From an optimization exercise on the open Yosys and OpenROAD flow, aimed at small area, a short achievable clock period and few clock cycles; shortcuts taken in it are not production practice.
Only simulation tests tie the RTL to the original design; equivalence was not proved.
Power is estimated from default activity; no workload was simulated.

== run 1 ==
==> flow/design.v (excerpt) <==
module ft300_stream (
    input  wire         clk,
    input  wire         rst,             
    input  wire         ev_valid,
    input  wire [10:0]  ev,              
    input  wire [31:0]  now,             
    output wire         ev_ready,
    output reg          meas_valid,
    output wire [107:0] meas_h,          
    output wire [383:0] meas_f,          
    output reg  [31:0]  meas_freq,       
    output reg          stop_valid,
    output wire [2:0]   st,
    output wire [1:0]   err,
    output wire [1:0]   err_detail,
    output wire         xport_held,
    output wire         zero_valid,
    output wire         cancel_pending,
    output wire [4:0]   clen,
    output wire [31:0]  count
);
    localparam [2:0] OP_BYTE    = 3'b001;
    localparam [2:0] OP_TIMEOUT = 3'b010;
    localparam [2:0] OP_START   = 3'b011;
    localparam [2:0] OP_CANCEL  = 3'b100;
    localparam [2:0] OP_RESET   = 3'b101;
    localparam [2:0] ST_UNINIT  = 3'd0;
    localparam [2:0] ST_WARM    = 3'd1;
  ...
Size: about 5500 cells after synthesis, ~940 flip-flops, about 620 I/O pins.
Settings: LEC_CHECK=0, ABC_AREA=1, CAP_MARGIN=20, CORE_MARGIN=2, CORE_UTILIZATION=55, CTS_BUF_LIST=sky130_fd_sc_hd__clkbuf_4, SLEW_MARGIN=20; clock period 15.0 ns.
standard.sh (not shown) runs the stock make flow with config.mk's settings and CLKGATE_MAP_FILE= SYNTH_SCRIPT=/design/flow/synth_recipe.tcl, a recipe that flattens the netlist after the stock synthesis.
==> flow/flow/run.sh <==
#!/bin/bash
# The standard layout (standard.sh: standard synthesis and ORFS flow),
# with two changes to how the layout is made:
#  - timing repair aims for 9.0 ns of setup slack at the design's clock, so
#    repair_timing keeps sizing and buffering paths the 15 ns clock alone
#    would leave as synthesized (SETUP_SLACK_MARGIN);
#  - ports are buffered with sky130_fd_sc_hd__buf_1 rather than the default
#    choice of buffer_ports (every port still gets its buffer).
# The clock, its period and the constraints are the design's (constraint.sdc).
set -euo pipefail
export SETUP_SLACK_MARGIN=9.0
export BUFFER_PORTS_ARGS="-buffer_cell sky130_fd_sc_hd__buf_1"
bash standard.sh > standard_flow.log 2>&1
Testbench counts of run 1, summed over its fixed seeds: cycles 17,529.
Edits applied to the flow inputs when going from run 1 to run 2:
--- a/flow/flow/run.sh
+++ b/flow/flow/run.sh
@@ -3,3 +3,3 @@
 # with two changes to how the layout is made:
-#  - timing repair aims for 9.0 ns of setup slack at the design's clock, so
+#  - timing repair aims for 9.5 ns of setup slack at the design's clock, so
 #    repair_timing keeps sizing and buffering paths the 15 ns clock alone
@@ -10,3 +10,3 @@
 set -euo pipefail
-export SETUP_SLACK_MARGIN=9.0
+export SETUP_SLACK_MARGIN=9.5
 export BUFFER_PORTS_ARGS="-buffer_cell sky130_fd_sc_hd__buf_1"
Results
Non-clock buffer count came out higher on run 2 than on run 1. Any difference in final worst clock skew between run 2 and run 1 is small enough to ignore. Per the comparison of run 2 with run 1, number of non-clock inverters in the layout has remained practically unchanged, final cell utilization of the core has remained practically unchanged, fraction of power spent switching nets has remained practically unchanged, power after layout has remained practically unchanged. Against run 1 as the reference, run 2 delivers a lower critical path data arrival time. Cell depth of the worst hold path essentially unchanged between run 1 and run 2. Compared with run 1, run 2 shows a higher synthesis-to-layout area growth. Run 2 finished end to end and its layout was clean on timing, DRC and antenna. The non-filler instance count after layout on run 2 is in line with that on run 1. Fmax: run 2 higher than run 1.
Relative to run 2, the following input files were edited for run 3:
--- a/flow/flow/run.sh
+++ b/flow/flow/run.sh
@@ -3,3 +3,3 @@
 # with two changes to how the layout is made:
-#  - timing repair aims for 9.5 ns of setup slack at the design's clock, so
+#  - timing repair aims for 10.0 ns of setup slack at the design's clock, so
 #    repair_timing keeps sizing and buffering paths the 15 ns clock alone
@@ -10,3 +10,3 @@
 set -euo pipefail
-export SETUP_SLACK_MARGIN=9.5
+export SETUP_SLACK_MARGIN=10.0
 export BUFFER_PORTS_ARGS="-buffer_cell sky130_fd_sc_hd__buf_1"
--- a/flow/config.mk
+++ b/flow/config.mk
@@ -10,3 +10,3 @@
 export CORE_MARGIN = 2
-export CORE_UTILIZATION = 55
+export CORE_UTILIZATION = 75
 export CTS_BUF_LIST = sky130_fd_sc_hd__clkbuf_4
Findings:
Status: register cell area after layout parity (run 3, run 2)
On clock period minus worst slack: between run 3 and run 2, it ends up higher for run 2.
Relative to run 2, layout buffer count excluding clock buffers has increased by 1.5% in run 3.
Delta (run 3 minus run 2): flop and latch count out of synthesis level; met1 track demand over resource moved up; post-route total power moved up; first-pass GRT wire length moved up.
Setup changes, run 3 to run 4
--- a/flow/flow/run.sh
+++ b/flow/flow/run.sh
@@ -3,3 +3,3 @@
 # with two changes to how the layout is made:
-#  - timing repair aims for 10.0 ns of setup slack at the design's clock, so
+#  - timing repair aims for 9.5 ns of setup slack at the design's clock, so
 #    repair_timing keeps sizing and buffering paths the 15 ns clock alone
@@ -10,3 +10,3 @@
 set -euo pipefail
-export SETUP_SLACK_MARGIN=10.0
+export SETUP_SLACK_MARGIN=9.5
 export BUFFER_PORTS_ARGS="-buffer_cell sky130_fd_sc_hd__buf_1"
--- a/flow/config.mk
+++ b/flow/config.mk
@@ -10,3 +10,3 @@
 export CORE_MARGIN = 2
-export CORE_UTILIZATION = 75
+export CORE_UTILIZATION = 65
 export CTS_BUF_LIST = sky130_fd_sc_hd__clkbuf_4
Results
[run 4 vs run 3] period utilization: higher in run 4
Relative to run 3, leakage power total has decreased by about 0.6% in run 4.
Run 3 has a higher met1 routing resource usage after global routing than run 4.
Reported for run 4 and run 3, number of sequential storage elements turned out identical to the last digit.

-- static timing again, ports no longer ideal --
How much do the figures lean on ideal ports? The routed layouts below were timed once more, with nothing changed but the port constraints. Step 1 (the two cells are an assumption about what drives the block):
set clk [get_ports {clk}]
set_driving_cell -lib_cell sky130_fd_sc_hd__clkbuf_16 $clk
set_driving_cell -lib_cell sky130_fd_sc_hd__buf_2 [delete_from_list [all_inputs] $clk]
Step 2 times the ports against the registers' clock, not the clock port: input delays grow and output delays shrink by t, the midpoint of the rising clock arrivals with the driver on. Slacks: ideal / step 1 / step 2; pairs: ideal / step 1.
run	t (ns)	setup slack, ns	worst register clock-pin slew, ns
run 1	1.171	9.516 / 9.516 / 9.437	0.08 / 0.08
run 2	1.167	9.896 / 9.825 / 9.490	0.08 / 0.08
run 3	1.155	9.985 / 9.925 / 9.677	0.09 / 0.09
run 4	1.148	9.863 / 9.796 / 9.648	0.09 / 0.09
After both steps every run listed still meets setup and hold. The setup slack of run 2, which loses most, moves by -0.071 ns with the drivers and by -0.406 ns with both steps.
